Background: an optimization exercise with open tools, aiming at small area. Do not read the settings as production practice.
Only simulation tests tie the RTL to the original design; equivalence was not proved.

===== design/flow/config.mk =====
export PLATFORM = sky130hd
export DESIGN_NAME = belt_core
export DESIGN_NICKNAME = belt_core
export VERILOG_FILES = /design/flow/design.v
export SDC_FILE = /design/flow/constraint.sdc
export NUM_CORES = 4
export LEC_CHECK = 0
export CAP_MARGIN = 20
export CORE_MARGIN = 2
export CORE_UTILIZATION = 40
export PLACE_DENSITY = 0.6
export SLEW_MARGIN = 20

===== design/flow/constraint.sdc =====
create_clock -name core_clock -period 10.0 [get_ports {clk}]
set_input_delay 2.0000 -clock core_clock [delete_from_list [all_inputs] [get_ports {clk}]]
set_output_delay 2.0000 -clock core_clock [all_outputs]
set_load 0.01 [all_outputs]

===== design/flow/design.v =====
module belt_core (
    input  wire        clk,
    input  wire        rst,
    output reg         mem_req,
    output reg         mem_we,
    output wire [15:0] mem_addr,
    output wire [15:0] mem_wdata,
    input  wire        mem_ready,
    input  wire [15:0] mem_rdata,
    output wire        halted,
    output wire [1:0]  result,
    output wire [15:0] pc_o,
    output wire [15:0] sp_o
);
    localparam [4:0] S_CLR    = 5'd0,
                     S_F0     = 5'd1,
                     S_FKQ    = 5'd2,    
                     S_FKS    = 5'd3,    
                     S_OPS    = 5'd4,    
                     S_EXEC   = 5'd5,
                     S_MUL    = 5'd6,
                     S_DIV    = 5'd7,
                     S_SHIFT  = 5'd8,
                     S_COPY   = 5'd9,    
                     S_PUSH   = 5'd10,   
                     S_LD     = 5'd11,   
                     S_JMP    = 5'd12,   
                     S_SKIP   = 5'd13,   
                     S_CALL0  = 5'd14,   
                     S_CALL   = 5'd15,
                     S_RET    = 5'd16,
                     S_RA     = 5'd17,
                     S_RSP    = 5'd18,
                     S_ST     = 5'd19,   
                     S_PSH0   = 5'd20,   
                     S_POP    = 5'd21,
                     S_HALT2  = 5'd24,
                     S_HALT3  = 5'd25;
    reg [4:0]  state;
    reg [15:0] ring [0:15];
    reg [3:0]  idx;
    reg [4:0]  cnt;
    reg        gotp, gotq, sfull;
    reg [15:0] dring;    
    reg        dph;      
    reg [3:0]  tag;
    reg [15:0] ir;
    reg [15:0] p;
    reg [15:0] q;
    reg [15:0] s;
    reg [15:0] pcm;
    reg [15:0] sp;
    wire [15:0] tap = ring[15];
    assign halted    = (state == S_HALT2) | (state == S_HALT3);
    assign result    = {1'b1, state == S_HALT3};
    assign pc_o      = pcm;
    assign sp_o      = sp;
    assign mem_wdata = s;
    wire [3:0] cls = ir[15:12];
    wire [3:0] sub = ir[11:8];
    wire [3:0] fp  = ir[7:4];
    wire [3:0] fq  = ir[3:0];
    wire at_p  = (idx == fp);
    wire at_q  = (idx == fq);
    wire at_15 = (idx == 4'd15);
    wire [3:0] d_cls = mem_rdata[15:12];
    wire [3:0] d_sub = mem_rdata[11:8];
    wire       d_p0  = (mem_rdata[7:4] == 4'd0);
    wire       d_q0  = (mem_rdata[3:0] == 4'd0);
    reg d_valid;
    always @* begin
        case (d_cls)
            4'd1:    d_valid = (d_sub < 4'd3)  && d_q0;
            4'd2:    d_valid = (d_sub < 4'd4)  && d_p0 && d_q0;
            4'd3:    d_valid = (d_sub < 4'd3);
            4'd4:    d_valid = (d_sub < 4'd10);
            4'd5:    d_valid = (d_sub < 4'd3);
            4'd6:    d_valid = (d_sub < 4'd3)  && d_q0;
            4'd7:    d_valid = (d_sub < 4'd2)  && d_p0 && d_q0;    
            default: d_valid = 1'b0;
        endcase
    end
    wire need_q  = (cls == 4'd4) | (cls == 4'd5);
    wire save    = (cls == 4'd4) & (sub == 4'd9);
    wire p_to_s  = (cls == 4'd1) | save | (cls == 4'd6 && sub == 4'd2);
    wire push_s  = (cls == 4'd2) | (cls == 4'd6) | (cls == 4'd7);
    wire shl     = (cls == 4'd3) ? (sub == 4'd0) : (sub == 4'd7);
    localparam [1:0] A_Q = 2'd0, A_PSH = 2'd1, A_PC = 2'd2, A_SP = 2'd3;
    localparam [1:0] B_OFF = 2'd0, B_S = 2'd1, B_NS = 2'd2, B_MUL = 2'd3;
    localparam [1:0] L_AND = 2'd0, L_OR = 2'd1, L_XOR = 2'd2;
    reg  [1:0]  asel, bsel, lop;
    reg  [5:0]  off;
    reg         cin, shin;
    reg  [15:0] a, b;
    always @* begin
        case (asel)
            A_Q:     a = q;
            A_PSH:   a = {p[14:0], shin};
            A_PC:    a = pcm;
            default: a = sp;
        endcase
        if (bsel == B_OFF)
            b = {{10{off[5]}}, off};
        else
            b = (s & {16{bsel != B_MUL || q[15]}}) ^ {16{bsel == B_NS}};
    end
    wire [16:0] sum17 = {1'b0, a} + {1'b0, b} + {16'd0, cin};
    wire [15:0] sum   = sum17[15:0];
    wire        cout  = sum17[16];
    wire        l_and = (lop != L_XOR);
    wire        l_xor = (lop != L_AND);
    wire [15:0] lres  = ((a & b) & {16{l_and}}) | ((a ^ b) & {16{l_xor}});
    assign mem_addr = sum;
    wire div_ge = p[15] | cout;
    wire zero   = (sum == 16'd0);
    wire s0     = (s == 16'd0);
    wire cnt0   = (cnt == 5'd0);
    wire [3:0] ret_n   = fq;
    wire [3:0] slot    = cnt[3:0] - 4'd1;
    wire       at_slot = (idx == slot);
    reg        wr, wsel_s, push;           
    reg [1:0]  p_op;                       
    reg [1:0]  q_op;                       
    reg [1:0]  s_op;                       
    reg        qin;
    reg        pc_en, sp_en, ir_en;
    reg [4:0]  nstate;
    reg [4:0]  cnt_n;
    reg        cnt_ld;
    reg        gotp_n, gotq_n, sfull_n;
    reg        take;
    always @* begin
        mem_req  = 1'b0;
        mem_we   = 1'b0;
        wr       = 1'b0;
        wsel_s   = 1'b0;
        push     = 1'b0;
        p_op     = 2'd0;
        q_op     = 2'd0;
        s_op     = 2'd0;
        qin      = 1'b0;
        pc_en    = 1'b0;
        sp_en    = 1'b0;
        ir_en    = 1'b0;
        asel     = A_Q;
        bsel     = B_OFF;
        off      = 6'd0;
        cin      = 1'b0;
        shin     = 1'b0;
        lop      = L_AND;
        nstate   = state;
        cnt_ld   = 1'b0;
        cnt_n    = cnt - 5'd1;
        gotp_n   = gotp;
        gotq_n   = gotq;
        sfull_n  = sfull;
        take     = 1'b0;
        case (state)
            S_CLR: begin
                asel   = A_PSH;
                off    = 6'h3f;
                cnt_ld = 1'b1;
                cnt_n  = cnt + 5'd1;
                if (cnt0) begin
                    p_op = 2'd1;
                    off  = 6'd0;
                end else begin
                    wr = 1'b1;
                    if (cnt == 5'd1) begin
                        pc_en = 1'b1;
                        sp_en = 1'b1;
                    end
                    if (cnt == 5'd16)
                        nstate = S_F0;
                end
            end
            S_F0: begin
                mem_req = 1'b1;
                asel    = A_PC;
                off     = 6'd1;
                gotp_n  = 1'b0;
                gotq_n  = 1'b0;
                sfull_n = 1'b0;
                if (mem_ready) begin
                    ir_en  = 1'b1;
                    pc_en  = 1'b1;
                    cnt_ld = 1'b1;
                    cnt_n  = 5'd16;
                    if (!d_valid)
                        nstate = S_HALT2;
                    else case (d_cls)
                        4'd1: nstate = S_FKQ;
                        4'd2: nstate = (d_sub == 4'd1) ? S_FKS : S_FKQ;
                        4'd3: nstate = (d_sub == 4'd2) ? S_RET : S_OPS;
                        4'd6: nstate = (d_sub == 4'd2) ? S_PSH0 : S_OPS;
                        4'd7: nstate = (d_sub == 4'd0) ? S_F0 : S_POP;
                        default: nstate = S_OPS;
                    endcase
                end
            end
            S_FKQ, S_FKS: begin
                mem_req = 1'b1;
                asel    = A_PC;
                off     = 6'd1;
                if (mem_ready) begin
                    pc_en = 1'b1;
                    if (state == S_FKS) begin
                        s_op   = 2'd2;
                        nstate = S_PUSH;
                    end else begin
                        q_op = 2'd2;
                        if (cls == 4'd1)
                            nstate = S_OPS;
                        else if (cls == 4'd2)
                            case (sub[1:0])
                                2'd0:    nstate = S_LD;
                                2'd2:    nstate = S_CALL0;
                                default: nstate = S_JMP;
                            endcase
                        else
                            nstate = S_JMP;    
                    end
                end
            end
            S_OPS: begin
                p_op = 2'd1;
                if (at_p && !gotp) begin
                    gotp_n = 1'b1;
                    if (p_to_s) s_op = 2'd1;
                    else        q_op = 2'd1;
                end
                if (at_q && !gotq && need_q) begin
                    gotq_n = 1'b1;
                    if (save) q_op = 2'd1;
                    else      s_op = 2'd1;
                end
                if (gotp && (gotq || !need_q))
                    nstate = S_EXEC;
            end
            S_EXEC: begin
                asel   = A_Q;
                bsel   = B_S;
                cnt_ld = 1'b1;
                cnt_n  = 5'd16;
                case (cls)
                    4'd1: begin
                        p_op   = 2'd1;
                        lop    = sub[1:0];
                        nstate = S_PUSH;
                    end
                    4'd3: begin
                        cnt_n  = {1'b0, fq};
                        nstate = S_SHIFT;
                    end
                    4'd5: begin
                        bsel = B_NS;
                        cin  = 1'b1;
                        case (sub[1:0])
                            2'd0:    nstate = !cout ? S_FKQ : S_SKIP;
                            2'd1:    nstate = (!cout || zero) ? S_FKQ : S_SKIP;
                            default: nstate = zero ? S_FKQ : S_SKIP;
                        endcase
                    end
                    4'd6: case (sub[1:0])
                        2'd0:    nstate = S_LD;
                        2'd1:    nstate = S_JMP;
                        default: nstate = S_ST;
                    endcase
                    default: case (sub)       
                        4'd0: begin p_op = 2'd2; nstate = S_PUSH; end
                        4'd1: begin p_op = 2'd2; bsel = B_NS; cin = 1'b1; nstate = S_PUSH; end
                        4'd2: nstate = S_MUL;
                        4'd3: nstate = s0 ? S_HALT3 : S_DIV;
                        4'd4: begin p_op = 2'd1; lop = L_AND; nstate = S_PUSH; end
                        4'd5: begin p_op = 2'd1; lop = L_OR;  nstate = S_PUSH; end
                        4'd6: begin p_op = 2'd1; lop = L_XOR; nstate = S_PUSH; end
                        4'd7, 4'd8: begin cnt_n = {1'b0, s[3:0]}; nstate = S_SHIFT; end
                        default: nstate = S_ST;   
                    endcase
                endcase
            end
            S_MUL: begin
                asel = A_PSH;
                bsel = B_MUL;
                if (cnt0)
                    nstate = S_PUSH;
                else begin
                    p_op   = 2'd2;
                    q_op   = 2'd3;
                    cnt_ld = 1'b1;
                end
            end
            S_DIV: begin
                asel = A_PSH;
                shin = q[15];
                bsel = B_NS;
                cin  = 1'b1;
                qin  = div_ge;
                if (cnt0)
                    nstate = S_COPY;
                else begin
                    p_op   = div_ge ? 2'd2 : 2'd3;
                    q_op   = 2'd3;
                    cnt_ld = 1'b1;
                end
            end
            S_SHIFT: begin
                asel   = A_PSH;
                shin   = q[15];
                cnt_ld = 1'b1;
                if (shl) begin
                    if (cnt0)
                        nstate = S_COPY;
                    else begin
                        p_op = 2'd3;
                        q_op = 2'd3;
                    end
                end else begin
                    cnt_n = cnt + 5'd1;
                    if (cnt[4])
                        nstate = S_PUSH;
                    else begin
                        p_op = 2'd3;
                        q_op = 2'd3;
                    end
                end
            end
            S_COPY: begin
                asel   = A_Q;
                p_op   = 2'd2;
                nstate = S_PUSH;
            end
            S_PUSH: begin
                wsel_s = push_s;
                if (at_15) begin
                    wr     = 1'b1;
                    push   = 1'b1;
                    nstate = S_F0;
                end
            end
            S_LD: begin
                mem_req = 1'b1;
                asel    = A_Q;
                if (mem_ready) begin
                    s_op   = 2'd2;
                    nstate = S_PUSH;
                end
            end
            S_POP: begin
                mem_req = 1'b1;
                asel    = A_SP;
                off     = 6'd1;
                if (mem_ready) begin
                    s_op   = 2'd2;
                    sp_en  = 1'b1;
                    nstate = S_PUSH;
                end
            end
            S_JMP: begin
                asel   = A_Q;
                off    = 6'h3f;
                pc_en  = 1'b1;
                nstate = S_F0;
            end
            S_SKIP: begin
                asel   = A_PC;
                off    = 6'd1;
                pc_en  = 1'b1;
                nstate = S_F0;
            end
            S_CALL0: begin
                asel   = A_SP;
                off    = 6'h30;            
                sp_en  = 1'b1;
                nstate = S_CALL;
            end
            S_CALL: begin
                asel = A_SP;
                off  = {1'b0, {1'b0, tag} + 5'd1};
                if (sfull) begin
                    mem_req = 1'b1;
                    mem_we  = 1'b1;
                    if (mem_ready)
                        sfull_n = 1'b0;
                end
                if ((!sfull || mem_ready) && (dring[15] != dph) && !cnt0) begin
                    s_op    = 2'd1;
                    sfull_n = 1'b1;
                    take    = 1'b1;
                    cnt_ld  = 1'b1;
                end
                if (cnt0 && !sfull)
                    nstate = S_JMP;
            end
            S_RET: begin
                asel = A_SP;
                if (sfull) begin
                    off = {1'b0, cnt - 5'd1 - {1'b0, ret_n}};
                    if (at_slot) begin
                        wr      = 1'b1;
                        wsel_s  = 1'b1;
                        cnt_ld  = 1'b1;
                        sfull_n = 1'b0;
                        if (cnt[3:0] - 4'd1 > ret_n) begin
                            mem_req = 1'b1;
                            if (mem_ready) begin
                                s_op    = 2'd2;
                                sfull_n = 1'b1;
                            end
                        end
                    end
                end else begin
                    off = {1'b0, cnt - {1'b0, ret_n}};
                    if (cnt == {1'b0, ret_n})
                        nstate = S_RA;
                    else begin
                        mem_req = 1'b1;
                        if (mem_ready) begin
                            s_op    = 2'd2;
                            sfull_n = 1'b1;
                        end
                    end
                end
            end
            S_RA: begin
                mem_req = 1'b1;
                asel    = A_SP;
                off     = 6'd17;
                if (mem_ready) begin
                    q_op   = 2'd2;
                    nstate = S_RSP;
                end
            end
            S_RSP: begin
                asel   = A_SP;
                off    = 6'd17;
                sp_en  = 1'b1;
                nstate = S_JMP;
            end
            S_PSH0: begin
                asel   = A_SP;
                off    = 6'h3f;
                sp_en  = 1'b1;
                nstate = S_OPS;
            end
            S_ST: begin
                mem_req = 1'b1;
                mem_we  = 1'b1;
                if (cls == 4'd6) begin
                    asel = A_SP;
                    off  = 6'd1;
                end
                if (mem_ready)
                    nstate = S_F0;
            end
            default: ;    
        endcase
    end
    integer k;
    always @(posedge clk) begin
        for (k = 15; k > 0; k = k - 1)
            ring[k] <= ring[k-1];
        ring[0] <= wr ? (wsel_s ? s : p) : ring[15];
    end
    always @(posedge clk) begin
        if (rst) begin
            state <= S_CLR;
            cnt   <= 5'd0;
            idx   <= 4'd15;
        end else begin
            state <= nstate;
            if (cnt_ld)
                cnt <= cnt_n;
            if (!push)
                idx <= idx - 4'd1;
        end
    end
    always @(posedge clk) begin
        dring <= {dring[14:0], (state == S_CLR) ? 1'b0 : take ? dph : dring[15]};
        if (rst)
            dph <= 1'b0;
        else if (state == S_CALL0)
            dph <= ~dph;
        if (take)
            tag <= idx;
        gotp  <= gotp_n;
        gotq  <= gotq_n;
        sfull <= sfull_n;
        if (ir_en)
            ir <= mem_rdata;
        if (pc_en)
            pcm <= sum;
        if (sp_en)
            sp <= sum;
        case (p_op)
            2'd1:    p <= lres;
            2'd2:    p <= sum;
            2'd3:    p <= a;
            default: ;
        endcase
        case (q_op)
            2'd1:    q <= tap;
            2'd2:    q <= mem_rdata;
            2'd3:    q <= {q[14:0], qin};
            default: ;
        endcase
        case (s_op)
            2'd1:    s <= tap;
            2'd2:    s <= mem_rdata;
            default: ;
        endcase
    end
endmodule

===== design/flow/flow/run.sh =====
#!/bin/bash
# The standard layout (standard.sh) with three changes:
#  1. after the standard synthesis, the combinational logic is mapped again
#     by ABC with an area-oriented script (flip-flops are kept as they are:
#     same cells, same names), see resyn below;
#  2. ports are buffered with the smallest buffer, buf_1;
#  3. CTS uses clkbuf_8 in clusters of at most 15 sinks and inserts no
#     dummy loads.
# Each tool writes its full output to a log file in this folder.
set -euo pipefail
export BUFFER_PORTS_ARGS="-buffer_cell sky130_fd_sc_hd__buf_1"
export CTS_ARGS="-sink_clustering_enable -repair_clock_nets -dont_use_dummy_load -buf_list {sky130_fd_sc_hd__clkbuf_8} -sink_clustering_size 15 -sink_clustering_max_diameter 50"

R=orfs/results/${FLOW_PLATFORM}/belt_core/base
LIB=${FLOW_HOME}/platforms/${FLOW_PLATFORM}/lib/sky130_fd_sc_hd__tt_025C_1v80.lib

# standard synthesis
bash standard.sh synth > synth.log 2>&1
cp $R/1_2_yosys.v 1_2_yosys_standard.v

# remap the combinational logic for area
DU=$(sed -n '/DONT_USE_CELLS += /,/^#/p' ${FLOW_HOME}/platforms/${FLOW_PLATFORM}/config.mk \
     | grep -o 'sky130_fd_sc_hd__[a-z0-9_]*' | sed 's/^/-dont_use /' | tr '\n' ' ')
SEQ=$(grep -o 'sky130_fd_sc_hd__[a-z0-9_]*' 1_2_yosys_standard.v | sort -u \
      | grep -E '__(df|edf|sdf|sedf|dl)' | tr '\n' ' ')
printf 'strash\n&get -n\n&deepsyn -T 40\n&put\ndch -f\nmap -a\nstrash\ndch -f\nmap -a\ntopo\n' > resyn.abc
cat > resyn.ys <<EOT
read_liberty -ignore_miss_func $LIB
blackbox $SEQ
read_verilog 1_2_yosys_standard.v
hierarchy -top ${FLOW_TOP}
flatten
opt_clean -purge
abc -liberty $LIB $DU -script resyn.abc
setundef -zero
splitnets
opt_clean -purge
hilomap -singleton -hicell sky130_fd_sc_hd__conb_1 HI -locell sky130_fd_sc_hd__conb_1 LO
insbuf -buf sky130_fd_sc_hd__buf_4 A X
opt_clean -purge
stat -liberty $LIB
write_verilog -noattr -nohex -nodec 1_2_yosys_resyn.v
EOT
yosys -s resyn.ys > resyn.log 2>&1
cp 1_2_yosys_resyn.v $R/1_2_yosys.v

# the rest of the flow (1_synth.odb is rebuilt from the new netlist)
bash standard.sh > standard.log 2>&1

===== design/flow/standard.sh =====
#!/bin/bash
# synth_recipe.tcl (not shown) runs the flow's synth.tcl, then flattens the netlist and writes it again
# the make line also repeats each setting of config.mk as NAME=value (left out here)
make -C /OpenROAD-flow-scripts/flow DESIGN_CONFIG=/design/flow/config.mk WORK_HOME=/design/flow/orfs CLKGATE_MAP_FILE= SYNTH_SCRIPT=/design/flow/synth_recipe.tcl "${@:-finish}"

==> out/summary.txt, run 1 <==
required time worst endpoint: 8.00 ns
Max Cap Viol: 0
Syn Nets: 1359
core area: 33400 um2
Arr. time, crit path: 7.26 ns
worst slew pin tran: 1.02 ns
Worst setup SP type: flop
std cell rows: 67
CP dominant cell by count: nand2_1
WS Path Type: flop to primary output
pre-CTS setup slack: 0.863 ns
most common cell after layout, fill and taps aside: dfxtp_1
port buffer count: 86
commonest non-fill, non-tap cells in the layout: dfxtp_1, nor2_1, clkinv_1
dpl hpwl: 27900 um
synthesized cell area: 13600 um2
period utilization: 92.6%
min-delay worst type: flop to flop
status: complete, no violations
syn avg cell area: 10.1 um2
GRT Overall Usage: 21.3%
drt pass-1 iters: 5
chip height: 188 um
die width: 188 um
slowest stage delay, CP: 0.50 ns
remaining global-route overflow: 0
initial antenna violation count: 0
setup slack after layout: 0.739 ns
drt first-iter violations: 1060
antenna viol nets, final: 0
# IOs: 88
# H-tree levels: 2
largest net degree at the start of global routing: 34
Post-CTS Hold Fix Bufs: 0
Vias per Instance: 5.29
delay-heaviest family, CP: simple AND/OR/NAND/NOR gates
die area: 35400 um2
Clock Pin Slew Worst Setup and Hold Paths: 0.08 ns
Nets: 1455
critical path peak fanout: 8
post-layout minimum cycle time: 9.26 ns
CTS tree: done
Setup Skew: 0.101 ns
total CTS buffers: 36
initial cell density of the core: 40.6%
residual DRC count: 0
worst hold margin: 0.288 ns
Max Transition Viols Final: 0
per-cell routed wire length: 20.3 um
root buffer cell: clkbuf_8
Critical Path Sink Type: primary output
total number of vias: 9957
f_max: 0.108 GHz
CTS sink cnt: 390
layout cells sized above 1: 5.44%
final hold vios: 0
Syn Inst Count: 1340
clock latency (worst-skew pair): 0.57 ns
Bufs and invs on worst path: 10
synth warn: 2
Final GP Congestion: 0.933
Area growth syn-to-layout: 8.89%
CTS max path bufs: 3
final wirelength: 38200 um
ant diodes: 0
Worst path slowest cell: dfxtp_1
final setup fails: 0
global-route wire length before repair: 56800 um
headroom to the max-slew limit: 31.2%
vias in the first global route: 9436
-- worst paths after layout --
path                              start             endpoint  slack (ns)  cells after the start
setup / recovery  state[0]$_SDFFE_PP0P_         mem_addr[15]        0.74                     41
hold / removal      ring[0][14]$_DFF_P_  ring[1][14]$_DFF_P_        0.29                      0
setup reg to reg  state[0]$_SDFFE_PP0P_       p[1]$_DFFE_PP_        1.49                     45
hold reg to reg     ring[0][14]$_DFF_P_  ring[1][14]$_DFF_P_        0.29                      0
-- through the flow --
stage / area (um2) / cells / TNS, ns / util (%)
4_1_cts: 14700 / 1879 / 0 / 44.0
5_1_grt: 14800 / 1882 / -0.0247 / 44.2
3_3_place_gp: 14200 / 1843 / 0 / 42.5
6_report: 14800 / 1882 / 0 / 44.2
2_1_floorplan: 13600 / 1340 / 0 / -
3_5_place_dp: 14200 / 1843 / 0 / 42.5
-- timing repair --
item / in CTS / in global routing
buffers inserted: 0 / 3
endpoints found under the setup margin: 0 / 4
resized for setup: 0 / 11
-- registers in the layout (all words and copies together), names as in the netlist --
| name | flops |
|---|---|
| dring | 16 |
| sfull | 1 |
| pcm | 16 |
| gotp | 1 |
| state | 5 |
| s | 16 |
| q | 16 |
| ring | 256 |
| dph | 1 |
| ir | 16 |
| sp | 16 |
| tag | 4 |
| gotq | 1 |
| idx | 4 |
| p | 16 |
| cnt | 5 |
-- per-layer routing --
| metal | global-route usage, % | routed length (um) | share of wire, % |
|---|---|---|---|
| met5 | 0 | 0 | 0 |
| met4 | 8.93 | 1440 | 3.8 |
| met1 | 28.8 | 16600 | 43 |
| met2 | 33.3 | 17100 | 45 |
| met3 | 4.51 | 3060 | 8.0 |
-- area by class of cell --
type	count	area, um2
clock buffers	36	495
fillers	3241	18700
inverters	167	634
multi-input cells	734	3760
flip-flops and latches	390	8840
well taps	448	561
repair buffers	107	480
-- worst register-to-register path, delay by kind of cell, from the launching register on --
kind | cells | cell delay, ns
simple gates | 23 | 3.85
compound gates | 12 | 2.59
buf+inv | 10 | 1.46
flops | 1 | 0.50
==> run 2: changes to the inputs <==
--- a/design/flow/design.v
+++ b/design/flow/design.v
@@ -56,7 +56,12 @@
     assign pc_o      = pcm;
     assign sp_o      = sp;
     assign mem_wdata = s;
-    wire [3:0] cls = ir[15:12];
+    wire [3:0] cls = {1'b0, ir[14:12]};
+    wire       is1 = (ir[14:12] == 3'd1);
+    wire       is2 = (ir[14:12] == 3'd2);
+    wire       is3 = (ir[14:12] == 3'd3);
+    wire       is4 = (ir[14:12] == 3'd4);
+    wire       is6 = (ir[14:12] == 3'd6);
     wire [3:0] sub = ir[11:8];
     wire [3:0] fp  = ir[7:4];
     wire [3:0] fq  = ir[3:0];
@@ -80,11 +85,11 @@
             default: d_valid = 1'b0;
         endcase
     end
-    wire need_q  = (cls == 4'd4) | (cls == 4'd5);
-    wire save    = (cls == 4'd4) & (sub == 4'd9);
-    wire p_to_s  = (cls == 4'd1) | save | (cls == 4'd6 && sub == 4'd2);
-    wire push_s  = (cls == 4'd2) | (cls == 4'd6) | (cls == 4'd7);
-    wire shl     = (cls == 4'd3) ? (sub == 4'd0) : (sub == 4'd7);
+    wire need_q  = ir[14] & ~ir[13];                   
+    wire save    = is4 & ir[11] & ir[8];               
+    wire p_to_s  = is1 | save | (is6 & ir[9]);
+    wire push_s  = ir[13] & (ir[14] | ~ir[12]);        
+    wire shl     = is3 ? ~ir[8] : ~ir[11];              
     localparam [1:0] A_Q = 2'd0, A_PSH = 2'd1, A_PC = 2'd2, A_SP = 2'd3;
     localparam [1:0] B_OFF = 2'd0, B_S = 2'd1, B_NS = 2'd2, B_MUL = 2'd3;
     localparam [1:0] L_AND = 2'd0, L_OR = 2'd1, L_XOR = 2'd2;
@@ -113,7 +118,6 @@
     assign mem_addr = sum;
     wire div_ge = p[15] | cout;
     wire zero   = (sum == 16'd0);
-    wire s0     = (s == 16'd0);
     wire cnt0   = (cnt == 5'd0);
     wire [3:0] ret_n   = fq;
     wire [3:0] slot    = cnt[3:0] - 4'd1;
@@ -209,9 +213,9 @@
                         nstate = S_PUSH;
                     end else begin
                         q_op = 2'd2;
-                        if (cls == 4'd1)
+                        if (is1)
                             nstate = S_OPS;
-                        else if (cls == 4'd2)
+                        else if (is2)
                             case (sub[1:0])
                                 2'd0:    nstate = S_LD;
                                 2'd2:    nstate = S_CALL0;
@@ -266,16 +270,16 @@
                         2'd1:    nstate = S_JMP;
                         default: nstate = S_ST;
                     endcase
-                    default: case (sub)       
-                        4'd0: begin p_op = 2'd2; nstate = S_PUSH; end
-                        4'd1: begin p_op = 2'd2; bsel = B_NS; cin = 1'b1; nstate = S_PUSH; end
-                        4'd2: nstate = S_MUL;
-                        4'd3: nstate = s0 ? S_HALT3 : S_DIV;
-                        4'd4: begin p_op = 2'd1; lop = L_AND; nstate = S_PUSH; end
-                        4'd5: begin p_op = 2'd1; lop = L_OR;  nstate = S_PUSH; end
-                        4'd6: begin p_op = 2'd1; lop = L_XOR; nstate = S_PUSH; end
-                        4'd7, 4'd8: begin cnt_n = {1'b0, s[3:0]}; nstate = S_SHIFT; end
-                        default: nstate = S_ST;   
+                    default: casez (sub)      
+                        4'b1??1: nstate = S_ST;   
+                        4'b1??0, 4'b0111: begin cnt_n = {1'b0, s[3:0]}; nstate = S_SHIFT; end
+                        4'b0000: begin p_op = 2'd2; nstate = S_PUSH; end
+                        4'b0001: begin p_op = 2'd2; bsel = B_NS; cin = 1'b1; nstate = S_PUSH; end
+                        4'b0010: nstate = S_MUL;
+                        4'b0011: begin asel = A_PSH; nstate = zero ? S_HALT3 : S_DIV; end   
+                        4'b0100: begin p_op = 2'd1; lop = L_AND; nstate = S_PUSH; end
+                        4'b0101: begin p_op = 2'd1; lop = L_OR;  nstate = S_PUSH; end
+                        default: begin p_op = 2'd1; lop = L_XOR; nstate = S_PUSH; end
                     endcase
                 endcase
             end
@@ -446,7 +450,7 @@
             S_ST: begin
                 mem_req = 1'b1;
                 mem_we  = 1'b1;
-                if (cls == 4'd6) begin
+                if (is6) begin
                     asel = A_SP;
                     off  = 6'd1;
                 end
==> run 2 against run 1 <==
  * Hold slack improved by 0.012 ns
  * Highest routed layer unchanged
  * Clock-buffer cell count up 3
  * Still clean
  * Area after synthesis is 0.86% lower
  * Utilization up 0.16 points
  * Die area decreased by 0.84%
  * Maximum frequency hardly changed
  * Non-clock buffer count rose by 7
  * Sequential share of layout area fell by 0.12 points
==> out/summary.txt, run 2 <==
Clock Pin Slew Worst Setup and Hold Paths: 0.08 ns
R2R Setup Slk: 1.82 ns
drt first-iter violations: 892
headroom to the max-slew limit: 24.2%
Final GP Congestion: 1.04
Post-CTS Hold Fix Bufs: 0
most common cell after layout, fill and taps aside: dfxtp_1
# IOs: 88
Worst path slowest cell: nor3_1
CP dominant cell by count: clkinv_1
per-cell routed wire length: 21.2 um
WS Path Type: flop to primary output
Inst Count DP: 1845
Post-Route Utilization: 44.3%
Syn Inst Count: 1334
ant diodes: 0
worst slew pin tran: 1.13 ns
Area growth syn-to-layout: 9.68%
Hold EP: dring[7]$_DFF_P_
drt pass-1 iters: 5
Critical Path Start: ir[0]$_DFFE_PP_
Top reg by flops: ring
Non-Filler Instances: 1886
residual DRC count: 0
clock latency (worst-skew pair): 0.60 ns
antenna viol nets, final: 0
Nets: 1459
min-delay worst type: flop to flop
fillers: 3215
CTS max path bufs: 3
Arr. time, crit path: 7.26 ns
path depth of the worst reg2reg path: 41
worst hold margin: 0.299 ns
total CTS buffers: 39
final hold vios: 0
largest net degree at the start of global routing: 23
slowest stage delay, CP: 0.51 ns
final setup fails: 0
max reg flops: 256
initial antenna violation count: 0
Max Transition Viols Final: 0
layout cells sized above 1: 6.61%
initial cell density of the core: 40.4%
post-layout minimum cycle time: 9.26 ns
synthesized cell area: 13400 um2
Reg2Reg Capture Point: state[3]$_SDFFE_PP0P_
dpl hpwl: 29900 um
Max Cap Viol: 0
# H-tree levels: 2
Critical Path Sink Type: primary output
chip height: 187 um
syn avg cell area: 10.1 um2
Crit Reg-Reg Startpoint: ir[0]$_DFFE_PP_
total number of vias: 9957
period utilization: 92.6%
critical path peak fanout: 5
Worst setup SP type: flop
global-route wire length before repair: 59800 um
Worst Hold Depth: 0
commonest non-fill, non-tap cells in the layout: dfxtp_1, nand2_1, nor2_1
vias in the first global route: 9587
std cell rows: 67
core area: 33300 um2
GRT Overall Usage: 22.6%
CTS tree: done
root buffer cell: clkbuf_8
HP Start: dring[6]$_DFF_P_
Vias per Instance: 5.28
die area: 35100 um2
required time worst endpoint: 8.00 ns
remaining global-route overflow: 0
f_max: 0.108 GHz
final wirelength: 40100 um
die width: 187 um
Setup Skew: 0.0811 ns
port buffer count: 86
Syn Nets: 1353
status: complete, no violations
synth warn: 2
CTS sink cnt: 389
## run 2: worst max-delay path by stage
stage / depth (start not counted) / endpoint
2_1_floorplan: 41 / mem_addr[15]
3_3_place_gp: 42 / mem_addr[15]
3_5_place_dp: 45 / mem_addr[15]
4_1_cts: 45 / mem_addr[15]
5_1_grt: 42 / mem_addr[15]
6_report: 39 / mem_addr[15]
## run 2: metal layers
layer  up-vias  GRT usage, %  share of wire, %
met5         -             0                 0
met4         0          9.68               4.1
met3        82          3.64               5.4
met2       370          36.6                46
met1      4816          30.1                44
li1       4689             -                 -
## run 2: critical path, delay by kind of cell (launching register included)
kind                   cells  cell delay, ns
AND/OR/NAND/NOR           16            2.46
buffers and inverters     10            1.11
flip-flops                 1            0.48
XOR/XNOR                   2            0.55
AO/OA/AOI/OAI             11            2.09
## run 2: timing repair
item,4_1_cts,5_1_grt
endpoints found under the setup margin,0,3
endpoints found under the hold margin,0,0
setup buffers,0,2
resized for setup,0,13
## run 2: per-stage QoR
stage	setup TNS (ns)	instance area (um2)	setup WS, ns
after floorplan	0	13400	1.63
after global placement	0	14200	1.07
after detailed placement	0	14200	0.906
after CTS	0	14700	0.273
after global routing	-0.0262	14700	-0.0262
final	0	14700	0.738
## run 2: cell type report
type                       count  area (um2)  area share, %
inverter                     143         537           3.64
tap                          448         561           3.80
timing repair buffer         114         533           3.61
multi-input combinational    753        3770           25.6
sequential                   389        8810           59.7
clock buffer                  39         537           3.64
==> run 3: changes to the inputs <==
--- a/design/flow/design.v
+++ b/design/flow/design.v
@@ -40,7 +40,7 @@
     reg [15:0] ring [0:15];
     reg [3:0]  idx;
     reg [4:0]  cnt;
-    reg        gotp, gotq, sfull;
+    reg        sfull;
     reg [15:0] dring;    
     reg        dph;      
     reg [3:0]  tag;
@@ -123,7 +123,7 @@
     wire [3:0] slot    = cnt[3:0] - 4'd1;
     wire       at_slot = (idx == slot);
     reg        wr, wsel_s, push;           
-    reg [1:0]  p_op;                       
+    reg [2:0]  p_op;                       
     reg [1:0]  q_op;                       
     reg [1:0]  s_op;                       
     reg        qin;
@@ -131,7 +131,7 @@
     reg [4:0]  nstate;
     reg [4:0]  cnt_n;
     reg        cnt_ld;
-    reg        gotp_n, gotq_n, sfull_n;
+    reg        sfull_n;
     reg        take;
     always @* begin
         mem_req  = 1'b0;
@@ -139,7 +139,7 @@
         wr       = 1'b0;
         wsel_s   = 1'b0;
         push     = 1'b0;
-        p_op     = 2'd0;
+        p_op     = 3'd0;
         q_op     = 2'd0;
         s_op     = 2'd0;
         qin      = 1'b0;
@@ -155,8 +155,6 @@
         nstate   = state;
         cnt_ld   = 1'b0;
         cnt_n    = cnt - 5'd1;
-        gotp_n   = gotp;
-        gotq_n   = gotq;
         sfull_n  = sfull;
         take     = 1'b0;
         case (state)
@@ -166,7 +164,7 @@
                 cnt_ld = 1'b1;
                 cnt_n  = cnt + 5'd1;
                 if (cnt0) begin
-                    p_op = 2'd1;
+                    p_op = 3'd1;
                     off  = 6'd0;
                 end else begin
                     wr = 1'b1;
@@ -182,8 +180,6 @@
                 mem_req = 1'b1;
                 asel    = A_PC;
                 off     = 6'd1;
-                gotp_n  = 1'b0;
-                gotq_n  = 1'b0;
                 sfull_n = 1'b0;
                 if (mem_ready) begin
                     ir_en  = 1'b1;
@@ -209,7 +205,7 @@
                 if (mem_ready) begin
                     pc_en = 1'b1;
                     if (state == S_FKS) begin
-                        s_op   = 2'd2;
+                        p_op   = 3'd4;
                         nstate = S_PUSH;
                     end else begin
                         q_op = 2'd2;
@@ -227,18 +223,17 @@
                 end
             end
             S_OPS: begin
-                p_op = 2'd1;
-                if (at_p && !gotp) begin
-                    gotp_n = 1'b1;
+                p_op   = 3'd1;
+                cnt_ld = 1'b1;
+                if (at_p) begin
                     if (p_to_s) s_op = 2'd1;
                     else        q_op = 2'd1;
                 end
-                if (at_q && !gotq && need_q) begin
-                    gotq_n = 1'b1;
+                if (at_q && need_q) begin
                     if (save) q_op = 2'd1;
                     else      s_op = 2'd1;
                 end
-                if (gotp && (gotq || !need_q))
+                if (cnt0)
                     nstate = S_EXEC;
             end
             S_EXEC: begin
@@ -248,7 +243,7 @@
                 cnt_n  = 5'd16;
                 case (cls)
                     4'd1: begin
-                        p_op   = 2'd1;
+                        p_op   = 3'd1;
                         lop    = sub[1:0];
                         nstate = S_PUSH;
                     end
@@ -273,13 +268,13 @@
                     default: casez (sub)      
                         4'b1??1: nstate = S_ST;   
                         4'b1??0, 4'b0111: begin cnt_n = {1'b0, s[3:0]}; nstate = S_SHIFT; end
-                        4'b0000: begin p_op = 2'd2; nstate = S_PUSH; end
-                        4'b0001: begin p_op = 2'd2; bsel = B_NS; cin = 1'b1; nstate = S_PUSH; end
+                        4'b0000: begin p_op = 3'd2; nstate = S_PUSH; end
+                        4'b0001: begin p_op = 3'd2; bsel = B_NS; cin = 1'b1; nstate = S_PUSH; end
                         4'b0010: nstate = S_MUL;
                         4'b0011: begin asel = A_PSH; nstate = zero ? S_HALT3 : S_DIV; end   
-                        4'b0100: begin p_op = 2'd1; lop = L_AND; nstate = S_PUSH; end
-                        4'b0101: begin p_op = 2'd1; lop = L_OR;  nstate = S_PUSH; end
-                        default: begin p_op = 2'd1; lop = L_XOR; nstate = S_PUSH; end
+                        4'b0100: begin p_op = 3'd1; lop = L_AND; nstate = S_PUSH; end
+                        4'b0101: begin p_op = 3'd1; lop = L_OR;  nstate = S_PUSH; end
+                        default: begin p_op = 3'd1; lop = L_XOR; nstate = S_PUSH; end
                     endcase
                 endcase
             end
@@ -289,7 +284,7 @@
                 if (cnt0)
                     nstate = S_PUSH;
                 else begin
-                    p_op   = 2'd2;
+                    p_op   = 3'd2;
                     q_op   = 2'd3;
                     cnt_ld = 1'b1;
                 end
@@ -303,7 +298,7 @@
                 if (cnt0)
                     nstate = S_COPY;
                 else begin
-                    p_op   = div_ge ? 2'd2 : 2'd3;
+                    p_op   = div_ge ? 3'd2 : 3'd3;
                     q_op   = 2'd3;
                     cnt_ld = 1'b1;
                 end
@@ -316,7 +311,7 @@
                     if (cnt0)
                         nstate = S_COPY;
                     else begin
-                        p_op = 2'd3;
+                        p_op = 3'd3;
                         q_op = 2'd3;
                     end
                 end else begin
@@ -324,14 +319,14 @@
                     if (cnt[4])
                         nstate = S_PUSH;
                     else begin
-                        p_op = 2'd3;
+                        p_op = 3'd3;
                         q_op = 2'd3;
                     end
                 end
             end
             S_COPY: begin
                 asel   = A_Q;
-                p_op   = 2'd2;
+                p_op   = 3'd2;
                 nstate = S_PUSH;
             end
             S_PUSH: begin
@@ -346,7 +341,7 @@
                 mem_req = 1'b1;
                 asel    = A_Q;
                 if (mem_ready) begin
-                    s_op   = 2'd2;
+                    p_op   = 3'd4;
                     nstate = S_PUSH;
                 end
             end
@@ -355,7 +350,7 @@
                 asel    = A_SP;
                 off     = 6'd1;
                 if (mem_ready) begin
-                    s_op   = 2'd2;
+                    p_op   = 3'd4;
                     sp_en  = 1'b1;
                     nstate = S_PUSH;
                 end
@@ -408,7 +403,7 @@
                         if (cnt[3:0] - 4'd1 > ret_n) begin
                             mem_req = 1'b1;
                             if (mem_ready) begin
-                                s_op    = 2'd2;
+                                p_op    = 3'd4;
                                 sfull_n = 1'b1;
                             end
                         end
@@ -420,7 +415,7 @@
                     else begin
                         mem_req = 1'b1;
                         if (mem_ready) begin
-                            s_op    = 2'd2;
+                            p_op    = 3'd4;
                             sfull_n = 1'b1;
                         end
                     end
@@ -464,7 +459,7 @@
     always @(posedge clk) begin
         for (k = 15; k > 0; k = k - 1)
             ring[k] <= ring[k-1];
-        ring[0] <= wr ? (wsel_s ? s : p) : ring[15];
+        ring[0] <= wr ? p : ring[15];
     end
     always @(posedge clk) begin
         if (rst) begin
@@ -487,8 +482,6 @@
             dph <= ~dph;
         if (take)
             tag <= idx;
-        gotp  <= gotp_n;
-        gotq  <= gotq_n;
         sfull <= sfull_n;
         if (ir_en)
             ir <= mem_rdata;
@@ -497,9 +490,10 @@
         if (sp_en)
             sp <= sum;
         case (p_op)
-            2'd1:    p <= lres;
-            2'd2:    p <= sum;
-            2'd3:    p <= a;
+            3'd1:    p <= lres;
+            3'd2:    p <= sum;
+            3'd3:    p <= a;
+            3'd4:    p <= mem_rdata;
             default: ;
         endcase
         case (q_op)
@@ -508,10 +502,7 @@
             2'd3:    q <= {q[14:0], qin};
             default: ;
         endcase
-        case (s_op)
-            2'd1:    s <= tap;
-            2'd2:    s <= mem_rdata;
-            default: ;
-        endcase
+        if (s_op[0])
+            s <= tap;
     end
 endmodule
--- a/design/flow/flow/run.sh
+++ b/design/flow/flow/run.sh
@@ -4,12 +4,12 @@
 #     by ABC with an area-oriented script (flip-flops are kept as they are:
 #     same cells, same names), see resyn below;
 #  2. ports are buffered with the smallest buffer, buf_1;
-#  3. CTS uses clkbuf_8 in clusters of at most 15 sinks and inserts no
+#  3. CTS uses clkbuf_16 in clusters of at most 30 sinks and inserts no
 #     dummy loads.
 # Each tool writes its full output to a log file in this folder.
 set -euo pipefail
 export BUFFER_PORTS_ARGS="-buffer_cell sky130_fd_sc_hd__buf_1"
-export CTS_ARGS="-sink_clustering_enable -repair_clock_nets -dont_use_dummy_load -buf_list {sky130_fd_sc_hd__clkbuf_8} -sink_clustering_size 15 -sink_clustering_max_diameter 50"
+export CTS_ARGS="-sink_clustering_enable -repair_clock_nets -dont_use_dummy_load -buf_list {sky130_fd_sc_hd__clkbuf_16} -sink_clustering_size 30 -sink_clustering_max_diameter 80"
 
 R=orfs/results/${FLOW_PLATFORM}/belt_core/base
 LIB=${FLOW_HOME}/platforms/${FLOW_PLATFORM}/lib/sky130_fd_sc_hd__tt_025C_1v80.lib
==> run 3 against run 2 <==
  * Still clean on timing, DRC and antenna
  * Global-route usage decreased by 1.7 points
  * Cell area shrank 2.0%
  * Hold slack got worse by 0.031 ns
  * Wire length is 10% lower
  * Register-to-register slack worse by 0.58 ns
  * First-iteration DRC count decreased by 28%
  * Via count down 5.9%
  * Utilization grew 0.12 points
  * Die area down 1.6%
==> out/summary.txt, run 3 <==
# H-tree levels: 1
slowest stage delay, CP: 0.44 ns
Worst setup SP type: flop
Max Cap Viol: 0
RSZ-0062 raised after global routing: no
min-delay worst type: flop to flop
Critical Path Start: state[3]$_SDFFE_PP0P_
Top reg by flops: ring
total number of vias: 9368
residual DRC count: 0
f_max: 0.107 GHz
fillers: 3146
largest net degree at the start of global routing: 33
Worst path slowest cell: dfxtp_1
Critical Path Sink Type: primary output
synth warn: 2
CTS max path bufs: 3
syn avg cell area: 10.3 um2
CP dominant cell by count: nand2_1
die area: 34500 um2
Final GP Congestion: 0.929
WS Path Type: flop to primary output
headroom to the max-slew limit: 30.3%
initial cell density of the core: 40.7%
Crit Reg-Reg Startpoint: state[3]$_SDFFE_PP0P_
dpl hpwl: 26600 um
period utilization: 93.0%
Vias per Instance: 5.18
final setup fails: 0
most common cell after layout, fill and taps aside: dfxtp_1
# IOs: 88
die width: 186 um
initial antenna violation count: 0
Setup Skew: 0.0682 ns
drt first-iter violations: 640
per-cell routed wire length: 19.9 um
status: complete, no violations
setup tns final: 0 ns
remaining global-route overflow: 0
Arr. time, crit path: 7.30 ns
layout cells sized above 1: 4.69%
max reg flops: 256
commonest non-fill, non-tap cells in the layout: dfxtp_1, nand2_1, clkinv_1
ant diodes: 0
Non-Filler Instances: 1807
worst slew pin tran: 1.04 ns
Clock Pin Slew Worst Setup and Hold Paths: 0.10 ns
required time worst endpoint: 8.00 ns
global-route wire length before repair: 54000 um
CTS sink cnt: 387
clock latency (worst-skew pair): 0.55 ns
antenna viol nets, final: 0
critical path peak fanout: 9
Area growth syn-to-layout: 9.28%
final hold vios: 0
CTS tree: done
port buffer count: 86
root buffer cell: clkbuf_16
HP Start: ring[7][15]$_DFF_P_
final wirelength: 36000 um
Inst Count DP: 1786
GRT Overall Usage: 20.9%
post-layout minimum cycle time: 9.30 ns
Syn Inst Count: 1289
Nets: 1386
drt pass-1 iters: 6
std cell rows: 66
total CTS buffers: 21
synthesized cell area: 13200 um2
total setup buffers inserted after CTS: 0
Syn Nets: 1308
Max Transition Viols Final: 0
core area: 32500 um2
chip height: 186 um
vias in the first global route: 8919
-- run 3: worst paths after layout --
kind                               to  slack [ns]  cells after the start
setup / recovery         mem_addr[15]        0.70                     40
hold / removal    ring[8][15]$_DFF_P_        0.27                      0
setup reg to reg      p[11]$_DFFE_PP_        1.24                     44
hold reg to reg   ring[8][15]$_DFF_P_        0.27                      0
-- run 3: area by class of cell --
type / count / area, um2 / area share, %
inverters: 163 / 616 / 4.26
flip-flops and latches: 387 / 8750 / 60.5
repair buffers: 104 / 458 / 3.17
well taps: 442 / 553 / 3.82
clock buffers: 21 / 526 / 3.63
multi-input cells: 690 / 3560 / 24.6
-- run 3: stage by stage --
step                      hold slack, ns  cell area [um2]  worst slack (ns)  utilization (%)
after global placement             0.311            13900             0.881             42.7
after global routing               0.275            14500            0.0485             44.4
final                              0.268            14500             0.695             44.4
after floorplan                    0.310            13200              1.62                -
after detailed placement           0.312            13900             0.657             42.7
after CTS                          0.272            14400            0.0802             44.3
-- run 3: worst max-delay path: cells and delay by family (launching register included) --
kind                   cells  cell delay (ns)
AND/OR/NAND/NOR           24             3.76
AO/OA/AOI/OAI              8             1.32
buffers and inverters      7             1.00
flip-flops                 1             0.44
XOR/XNOR                   1             0.26
-- run 3: per-layer routing --
metal  vias up  global-route usage (%)  wire length (um)
met3        78                    3.48              2310
met1      4489                    28.3             16100
met5         -                       0                 0
li1       4486                       -                 -
met4         0                    7.06              1310
met2       315                    33.9             16300
-- run 3: what timing repair did --
item | 4_1_cts | 5_1_grt
endpoints found under the setup margin | 0 | 10
hold endpoints to repair | 0 | 0
resized for setup | 0 | 14
hold buffers | 0 | 0
==> run 4: changes to the inputs <==
--- a/design/flow/flow/run.sh
+++ b/design/flow/flow/run.sh
@@ -4,12 +4,12 @@
 #     by ABC with an area-oriented script (flip-flops are kept as they are:
 #     same cells, same names), see resyn below;
 #  2. ports are buffered with the smallest buffer, buf_1;
-#  3. CTS uses clkbuf_16 in clusters of at most 30 sinks and inserts no
+#  3. CTS uses clkbuf_8 in clusters of at most 15 sinks and inserts no
 #     dummy loads.
 # Each tool writes its full output to a log file in this folder.
 set -euo pipefail
 export BUFFER_PORTS_ARGS="-buffer_cell sky130_fd_sc_hd__buf_1"
-export CTS_ARGS="-sink_clustering_enable -repair_clock_nets -dont_use_dummy_load -buf_list {sky130_fd_sc_hd__clkbuf_16} -sink_clustering_size 30 -sink_clustering_max_diameter 80"
+export CTS_ARGS="-sink_clustering_enable -repair_clock_nets -dont_use_dummy_load -buf_list {sky130_fd_sc_hd__clkbuf_8} -sink_clustering_size 15 -sink_clustering_max_diameter 50"
 
 R=orfs/results/${FLOW_PLATFORM}/belt_core/base
 LIB=${FLOW_HOME}/platforms/${FLOW_PLATFORM}/lib/sky130_fd_sc_hd__tt_025C_1v80.lib
==> run 4 against run 3 <==
  * Clock skew rose by 0.0062 ns
  * Critical path type unchanged
  * Global-route usage rose by 0.30 points
  * Still clean on timing, DRC and antenna
  * Wire length rose by 0.49%
==> out/summary.txt, run 4 <==
period utilization: 92.9%
ant diodes: 0
dpl hpwl: 26600 um
headroom to the max-slew limit: 29.4%
remaining global-route overflow: 0
Nets: 1405
Top reg by flops: ring
final wirelength: 36200 um
synth warn: 2
final setup fails: 0
# H-tree levels: 2
drt pass-1 iters: 6
port buffer count: 86
Clock Pin Slew Worst Setup and Hold Paths: 0.09 ns
critical path peak fanout: 9
CP dominant cell by count: nand2_1
worst hold margin: 0.283 ns
total CTS buffers: 40
Worst path slowest cell: dfxtp_1
per-cell routed wire length: 19.8 um
Final GP Congestion: 0.929
slowest stage delay, CP: 0.43 ns
fillers: 3160
setup tns final: 0 ns
Arr. time, crit path: 7.29 ns
Max Transition Viols Final: 0
path depth of the worst reg2reg path: 44
die width: 186 um
CTS tree: done
Post-Route Utilization: 44.5%
layout cells sized above 1: 6.00%
initial cell density of the core: 40.7%
largest net degree at the start of global routing: 33
synthesized cell area: 13200 um2
f_max: 0.108 GHz
# IOs: 88
chip height: 186 um
CTS max path bufs: 3
vias in the first global route: 9089
Register Area: 8750 um2
RSZ-0062 raised after global routing: no
GRT Overall Usage: 21.2%
Max Cap Viol: 0
Setup Skew: 0.0745 ns
global-route wire length before repair: 54400 um
residual DRC count: 0
Syn Nets: 1308
Post-CTS Hold Fix Bufs: 0
clock latency (worst-skew pair): 0.58 ns
min-delay worst type: flop to flop
Syn Inst Count: 1289
Worst Hold Depth: 0
Worst setup SP type: flop
antenna viol nets, final: 0
Area growth syn-to-layout: 9.47%
initial antenna violation count: 0
status: complete, no violations
worst slew pin tran: 1.06 ns
max reg flops: 256
syn avg cell area: 10.3 um2
root buffer cell: clkbuf_8
core area: 32500 um2
Critical Path Sink Type: primary output
most common cell after layout, fill and taps aside: dfxtp_1
CTS sink cnt: 387
Vias per Instance: 5.17
WS Path Type: flop to primary output
required time worst endpoint: 8.00 ns
commonest non-fill, non-tap cells in the layout: dfxtp_1, nand2_1, clkinv_1
die area: 34500 um2
multi-input logic area: 3560 um2
post-layout minimum cycle time: 9.29 ns
std cell rows: 66
drt first-iter violations: 664
final hold vios: 0
total number of vias: 9441
-- run 4: worst paths after layout --
path,from,endpoint,slack [ns]
max,state[3]$_SDFFE_PP0P_,mem_addr[15],0.71
min,ring[11][13]$_DFF_P_,ring[12][13]$_DFF_P_,0.28
max reg2reg,state[3]$_SDFFE_PP0P_,p[11]$_DFFE_PP_,1.31
min reg2reg,ring[11][13]$_DFF_P_,ring[12][13]$_DFF_P_,0.28
-- run 4: critical path: cells and delay by family (launching register included) --
kind / cells / cell delay [ns]
AND/OR/NAND/NOR: 24 / 3.72
AO/OA/AOI/OAI: 8 / 1.32
buffers and inverters: 7 / 0.99
flip-flops: 1 / 0.43
XOR/XNOR: 1 / 0.26
-- run 4: final cells by class --
class	instances	share of cell area, %
sequential	387	60.4
multi-input combinational	690	24.6
inverter	163	4.25
tap	442	3.82
clock buffer	40	3.80
timing repair buffer	104	3.16
-- run 4: through the flow --
step                      cell area (um2)  setup WS (ns)  std cells
final                               14500          0.711       1826
after global routing                14500         0.0379       1826
after CTS                           14400         0.0522       1826
after detailed placement            13900          0.657       1786
after global placement              13900          0.881       1786
after floorplan                     13200           1.62       1289
-- run 4: routing by layer --
layer	share of wire, %	wire length [um]	global-route usage [%]	up-vias
li1	-	-	-	4518
met1	45	16300	28.3	4505
met2	44	16100	33.4	329
met3	6.7	2420	4.64	89
met4	4.0	1450	8.50	0
met5	0	0	0	-
-- run 4: timing repair --
action	4_1_cts	5_1_grt
gates resized for setup	0	14
hold endpoints to repair	0	0
buffers inserted	0	0
setup endpoints to repair	0	10
==> run 5: changes to the inputs <==
--- a/design/flow/config.mk
+++ b/design/flow/config.mk
@@ -7,6 +7,6 @@
 export LEC_CHECK = 0
 export CAP_MARGIN = 20
 export CORE_MARGIN = 2
-export CORE_UTILIZATION = 40
-export PLACE_DENSITY = 0.6
+export CORE_UTILIZATION = 65
+export PLACE_DENSITY = 0.8
 export SLEW_MARGIN = 20
==> run 5 against run 4 <==
  * Wire length up 4.4%
  * Synthesized cell count unchanged
  * Die area decreased by 38%
  * Worst setup slack worse by 0.066 ns
  * Global-route usage grew 14 points
  * Area after synthesis unchanged
  * Register-to-register slack worse by 0.33 ns
  * Non-clock buffer count rose by 2
  * Utilization up 26 points
  * First-iteration DRC count increased by 110%
==> out/summary.txt, run 5 <==
Vias per Instance: 6.16
CTS tree: done
GRT Overall Usage: 35.0%
Arr. time, crit path: 7.35 ns
per-cell routed wire length: 22.9 um
# IOs: 88
residual DRC count: 0
post-layout minimum cycle time: 9.35 ns
Syn Nets: 1308
most common cell after layout, fill and taps aside: dfxtp_1
Non-Filler Instances: 1653
setup slack after layout: 0.646 ns
largest net degree at the start of global routing: 23
final setup fails: 0
min-delay worst type: flop to flop
path depth of the worst reg2reg path: 50
Post-Route Utilization: 70.8%
clock latency (worst-skew pair): 0.57 ns
Final GP Congestion: 0.986
Register Area: 8750 um2
root buffer cell: clkbuf_8
chip height: 147 um
drt pass-1 iters: 7
port buffer count: 86
Worst setup SP type: flop
slowest stage delay, CP: 0.41 ns
worst slew pin tran: 1.13 ns
multi-input logic area: 3580 um2
WS Path Type: flop to primary output
global-route wire length before repair: 56800 um
CTS max path bufs: 3
Setup Skew: 0.0648 ns
# H-tree levels: 2
Critical Path Sink Type: primary output
syn avg cell area: 10.3 um2
final hold vios: 0
f_max: 0.107 GHz
Area growth syn-to-layout: 7.59%
Critical Path Start: cnt[0]$_SDFFE_PP0P_
commonest non-fill, non-tap cells in the layout: dfxtp_1, nand2_1, clkinv_1
std cell rows: 52
die width: 147 um
Nets: 1402
CP endpoint: mem_addr[15]
core area: 20100 um2
antenna viol nets, final: 0
vias in the first global route: 9836
remaining global-route overflow: 0
Inst Count DP: 1614
fillers: 1423
dpl hpwl: 26900 um
die area: 21500 um2
synthesized cell area: 13200 um2
total number of vias: 10186
initial antenna violation count: 1
Clock Pin Slew Worst Setup and Hold Paths: 0.10 ns
initial cell density of the core: 65.8%
R2R Setup Slk: 0.98 ns
required time worst endpoint: 8.00 ns
headroom to the max-slew limit: 24.5%
max reg flops: 256
drt first-iter violations: 1422
pre-CTS setup slack: 0.893 ns
Max Transition Viols Final: 0
Top reg by flops: ring
Syn Inst Count: 1289
final wirelength: 37800 um
CP dominant cell by count: nand2_1
CTS sink cnt: 387
setup tns final: 0 ns
Worst path slowest cell: or3_2
critical path peak fanout: 8
synth warn: 2
layout cells sized above 1: 5.94%
Crit Reg-Reg Startpoint: cnt[0]$_SDFFE_PP0P_
Max Cap Viol: 0
period utilization: 93.5%
Reg2Reg Capture Point: p[11]$_DFFE_PP_
total CTS buffers: 35
status: complete, no violations
[run 5: worst min-delay path by stage]
stage                                end                  from  depth (start not counted)  slack, ns
detailed placement  ring[13][15]$_DFF_P_  ring[12][15]$_DFF_P_                          0       0.31
global route            dring[3]$_DFF_P_      dring[2]$_DFF_P_                          0       0.31
floorplan              dring[10]$_DFF_P_      dring[9]$_DFF_P_                          0       0.31
CTS                 ring[13][15]$_DFF_P_  ring[12][15]$_DFF_P_                          0       0.31
finish                  dring[3]$_DFF_P_      dring[2]$_DFF_P_                          0       0.30
global placement     ring[9][15]$_DFF_P_   ring[8][15]$_DFF_P_                          0       0.31
[run 5: metal layers]
| layer | routed length (um) | up-vias | part of all wire [%] | global-route usage (%) |
|---|---|---|---|---|
| met2 | 16900 | 786 | 45 | 55.1 |
| met1 | 13900 | 4640 | 37 | 44.6 |
| met5 | 0 | - | 0 | 0 |
| li1 | - | 4521 | - | - |
| met3 | 4560 | 239 | 12 | 9.34 |
| met4 | 2430 | 0 | 6.4 | 18.5 |
[run 5: area by class of cell]
type | instances | area share (%)
Inverter | 163 | 4.30
Sequential cell | 387 | 61.5
Antenna cell | 2 | 0.0352
Clock buffer | 35 | 3.38
Timing Repair Buffer | 106 | 3.32
Tap cell | 270 | 2.37
Multi-Input combinational cell | 690 | 25.1
[run 5: per-stage QoR]
| stage | hold WS [ns] | area (um2) |
|---|---|---|
| final | 0.301 | 14200 |
| after global routing | 0.309 | 14200 |
| after CTS | 0.306 | 14100 |
| after detailed placement | 0.312 | 13700 |
| after global placement | 0.311 | 13700 |
| after floorplan | 0.310 | 13200 |
[run 5: timing repair]
item,CTS,global route
gates resized for setup,0,16
hold buffers,0,0
buffers inserted,0,2
endpoints found under the setup margin,0,6
[run 5: worst max-delay path: cells and delay by family, from the launching register on]
kind / cells / cell delay, ns
AND/OR/NAND/NOR: 28 / 3.77
AO/OA/AOI/OAI: 8 / 1.22
buffers and inverters: 9 / 1.15
flip-flops: 1 / 0.40
XOR/XNOR: 1 / 0.25
==> run 6: changes to the inputs <==
--- a/design/flow/flow/run.sh
+++ b/design/flow/flow/run.sh
@@ -23,7 +23,7 @@
      | grep -o 'sky130_fd_sc_hd__[a-z0-9_]*' | sed 's/^/-dont_use /' | tr '\n' ' ')
 SEQ=$(grep -o 'sky130_fd_sc_hd__[a-z0-9_]*' 1_2_yosys_standard.v | sort -u \
       | grep -E '__(df|edf|sdf|sedf|dl)' | tr '\n' ' ')
-printf 'strash\n&get -n\n&deepsyn -T 40\n&put\ndch -f\nmap -a\nstrash\ndch -f\nmap -a\ntopo\n' > resyn.abc
+printf 'strash\n&get -n\n&deepsyn -T 40\n&put\ndch -f\namap -F 5 -A 5\nstrash\ndch -f\namap -F 5 -A 5\ntopo\n' > resyn.abc
 cat > resyn.ys <<EOT
 read_liberty -ignore_miss_func $LIB
 blackbox $SEQ
--- a/design/flow/config.mk
+++ b/design/flow/config.mk
@@ -7,6 +7,6 @@
 export LEC_CHECK = 0
 export CAP_MARGIN = 20
 export CORE_MARGIN = 2
-export CORE_UTILIZATION = 65
-export PLACE_DENSITY = 0.8
+export CORE_UTILIZATION = 40
+export PLACE_DENSITY = 0.6
 export SLEW_MARGIN = 20
==> run 6 against run 5 <==
  * Worst setup slack gained 0.097 ns
  * Via count shrank 11%
  * Final cell count is 1.0% lower
  * Cell area is 1.8% lower
  * Die area is 56% higher
  * Utilization shrank 27 points
  * Clock skew decreased by 0.0063 ns
  * Synthesized cell count down 11%
  * Critical path type unchanged
  * Largest cell class unchanged
  * Highest routed layer unchanged
==> out/summary.txt, run 6 <==
status: complete, no violations
Design Area, Final: 14000 um2
root buffer cell: clkbuf_8
per-cell routed wire length: 21.5 um
period utilization: 92.6%
Max Transition Viols Final: 0
# IOs: 88
synthesized cell area: 12800 um2
Bufs and invs on worst path: 5
dpl hpwl: 25700 um
critical path peak fanout: 17
die area: 33600 um2
CP endpoint: mem_addr[15]
chip height: 183 um
# H-tree levels: 2
Nets: 1255
largest net degree at the start of global routing: 22
Syn Inst Count: 1143
initial cell density of the core: 40.7%
layout cells sized above 1: 5.27%
Final GP Congestion: 0.927
Worst path slowest cell: a222oi_1
ant diodes: 0
Max Cap Viol: 0
CTS sink cnt: 387
max reg flops: 256
global-route wire length before repair: 52900 um
total number of vias: 9086
path depth of the worst reg2reg path: 41
most common cell after layout, fill and taps aside: dfxtp_1
Setup Skew: 0.0585 ns
Post-CTS Hold Fix Bufs: 0
post-layout minimum cycle time: 9.26 ns
Top reg by flops: ring
die width: 183 um
Crit path depth: 36
CTS tree: done
final setup fails: 0
initial antenna violation count: 0
required time worst endpoint: 8.00 ns
f_max: 0.108 GHz
std cell rows: 65
slowest stage delay, CP: 0.55 ns
R2R Setup Slk: 1.14 ns
min-delay worst type: flop to flop
vias in the first global route: 8707
syn avg cell area: 11.2 um2
drt pass-1 iters: 6
Crit Reg-Reg Startpoint: state[2]$_SDFFE_PP0P_
Area growth syn-to-layout: 8.80%
Arr. time, crit path: 7.26 ns
Reg2Reg Capture Point: p[0]$_DFFE_PP_
total CTS buffers: 35
clock latency (worst-skew pair): 0.55 ns
final wirelength: 35200 um
Post-Route Utilization: 44.3%
commonest non-fill, non-tap cells in the layout: dfxtp_1, clkinv_1, nor2_1
dpl cell area: 13500 um2
setup tns final: 0 ns
core area: 31600 um2
delay-heaviest family, CP: simple AND/OR/NAND/NOR gates
fillers: 3024
final hold vios: 0
remaining global-route overflow: 0
WS Path Type: flop to primary output
headroom to the max-slew limit: 32.9%
residual DRC count: 0
Critical Path Sink Type: primary output
port buffer count: 86
CTS max path bufs: 3
CP dominant cell by count: nor2_1
Clock Pin Slew Worst Setup and Hold Paths: 0.08 ns
Worst setup SP type: flop
drt first-iter violations: 1192
Vias per Instance: 5.55
Syn Nets: 1162
GRT Overall Usage: 20.9%
antenna viol nets, final: 0
worst slew pin tran: 1.00 ns
Critical Path Start: state[2]$_SDFFE_PP0P_
synth warn: 2
==> run 6: final cells by class <==
cell class	instances	area, um2	share of cell area, %
clock buffer	35	482	3.45
sequential	387	8750	62.6
tap	402	503	3.60
multi-input combinational	575	3270	23.4
timing repair buffer	105	469	3.36
inverter	132	499	3.57
==> run 6: metrics by stage <==
| stage | setup WS (ns) | hold WS, ns | cells |
|---|---|---|---|
| after floorplan | 1.80 | 0.310 | 1143 |
| after global placement | 0.937 | 0.310 | 1600 |
| after detailed placement | 0.992 | 0.312 | 1601 |
| after CTS | 0.380 | 0.301 | 1636 |
| after global routing | -0.0584 | 0.310 | 1636 |
| final | 0.743 | 0.295 | 1636 |
==> run 6: worst min path at each step <==
stage | from | end | slack [ns] | cells past startpoint
final | ring[4][5]$_DFF_P_ | ring[5][5]$_DFF_P_ | 0.30 | 0
after global routing | ring[4][5]$_DFF_P_ | ring[5][5]$_DFF_P_ | 0.31 | 0
after CTS | ring[4][5]$_DFF_P_ | ring[5][5]$_DFF_P_ | 0.30 | 0
after detailed placement | ring[14][0]$_DFF_P_ | ring[15][0]$_DFF_P_ | 0.31 | 0
after global placement | ring[11][7]$_DFF_P_ | ring[12][7]$_DFF_P_ | 0.31 | 0
after floorplan | dring[9]$_DFF_P_ | dring[10]$_DFF_P_ | 0.31 | 0
==> run 6: layer usage <==
metal	routed length (um)	up-vias	part of all wire (%)	GRT usage [%]
li1	-	4255	-	-
met1	15000	4313	43	28.1
met2	15700	425	45	32.8
met3	3050	93	8.7	4.67
met4	1430	0	4.1	8.61
met5	0	-	0	0
==> run 6: what timing repair did <==
action	4_1_cts	5_1_grt
setup endpoints to repair	0	10
gates resized for setup	0	12
buffers inserted	0	0
endpoints found under the hold margin	0	0

==> static timing again, ports no longer ideal <==
Ports are ideal in the flow. The routed layouts listed here were re-timed in OpenROAD. Step 1 (the two cells are an assumption about what drives the block):
set clk [get_ports {clk}]
set_driving_cell -lib_cell sky130_fd_sc_hd__clkbuf_16 $clk
set_driving_cell -lib_cell sky130_fd_sc_hd__buf_2 [delete_from_list [all_inputs] $clk]
Step 2 adds t to the input delays and takes it off the output delays; t is the mean of the earliest and latest rising clock arrival at the registers after step 1. Input paths then give back, and output paths get back, about the clock's delay inside the block. a / b / c = no drivers / after step 1 / after step 2; a / b = the first two.
run | t, ns | setup slack, ns | latest minus earliest clock arrival (ns) | worst data-port slew with drivers (ns)
run 1 | 0.571 | 0.739 / 0.692 / 1.263 | 0.102 / 0.101 | 0.07
run 2 | 0.601 | 0.738 / 0.692 / 1.292 | 0.081 / 0.081 | 0.06
run 3 | 0.565 | 0.695 / 0.644 / 1.209 | 0.068 / 0.068 | 0.05
run 4 | 0.591 | 0.711 / 0.664 / 1.255 | 0.074 / 0.074 | 0.05
run 5 | 0.584 | 0.646 / 0.598 / 0.980 | 0.065 / 0.065 | 0.05
run 6 | 0.571 | 0.743 / 0.697 / 1.141 | 0.058 / 0.058 | 0.09
After both steps setup and hold are still met in every run listed.
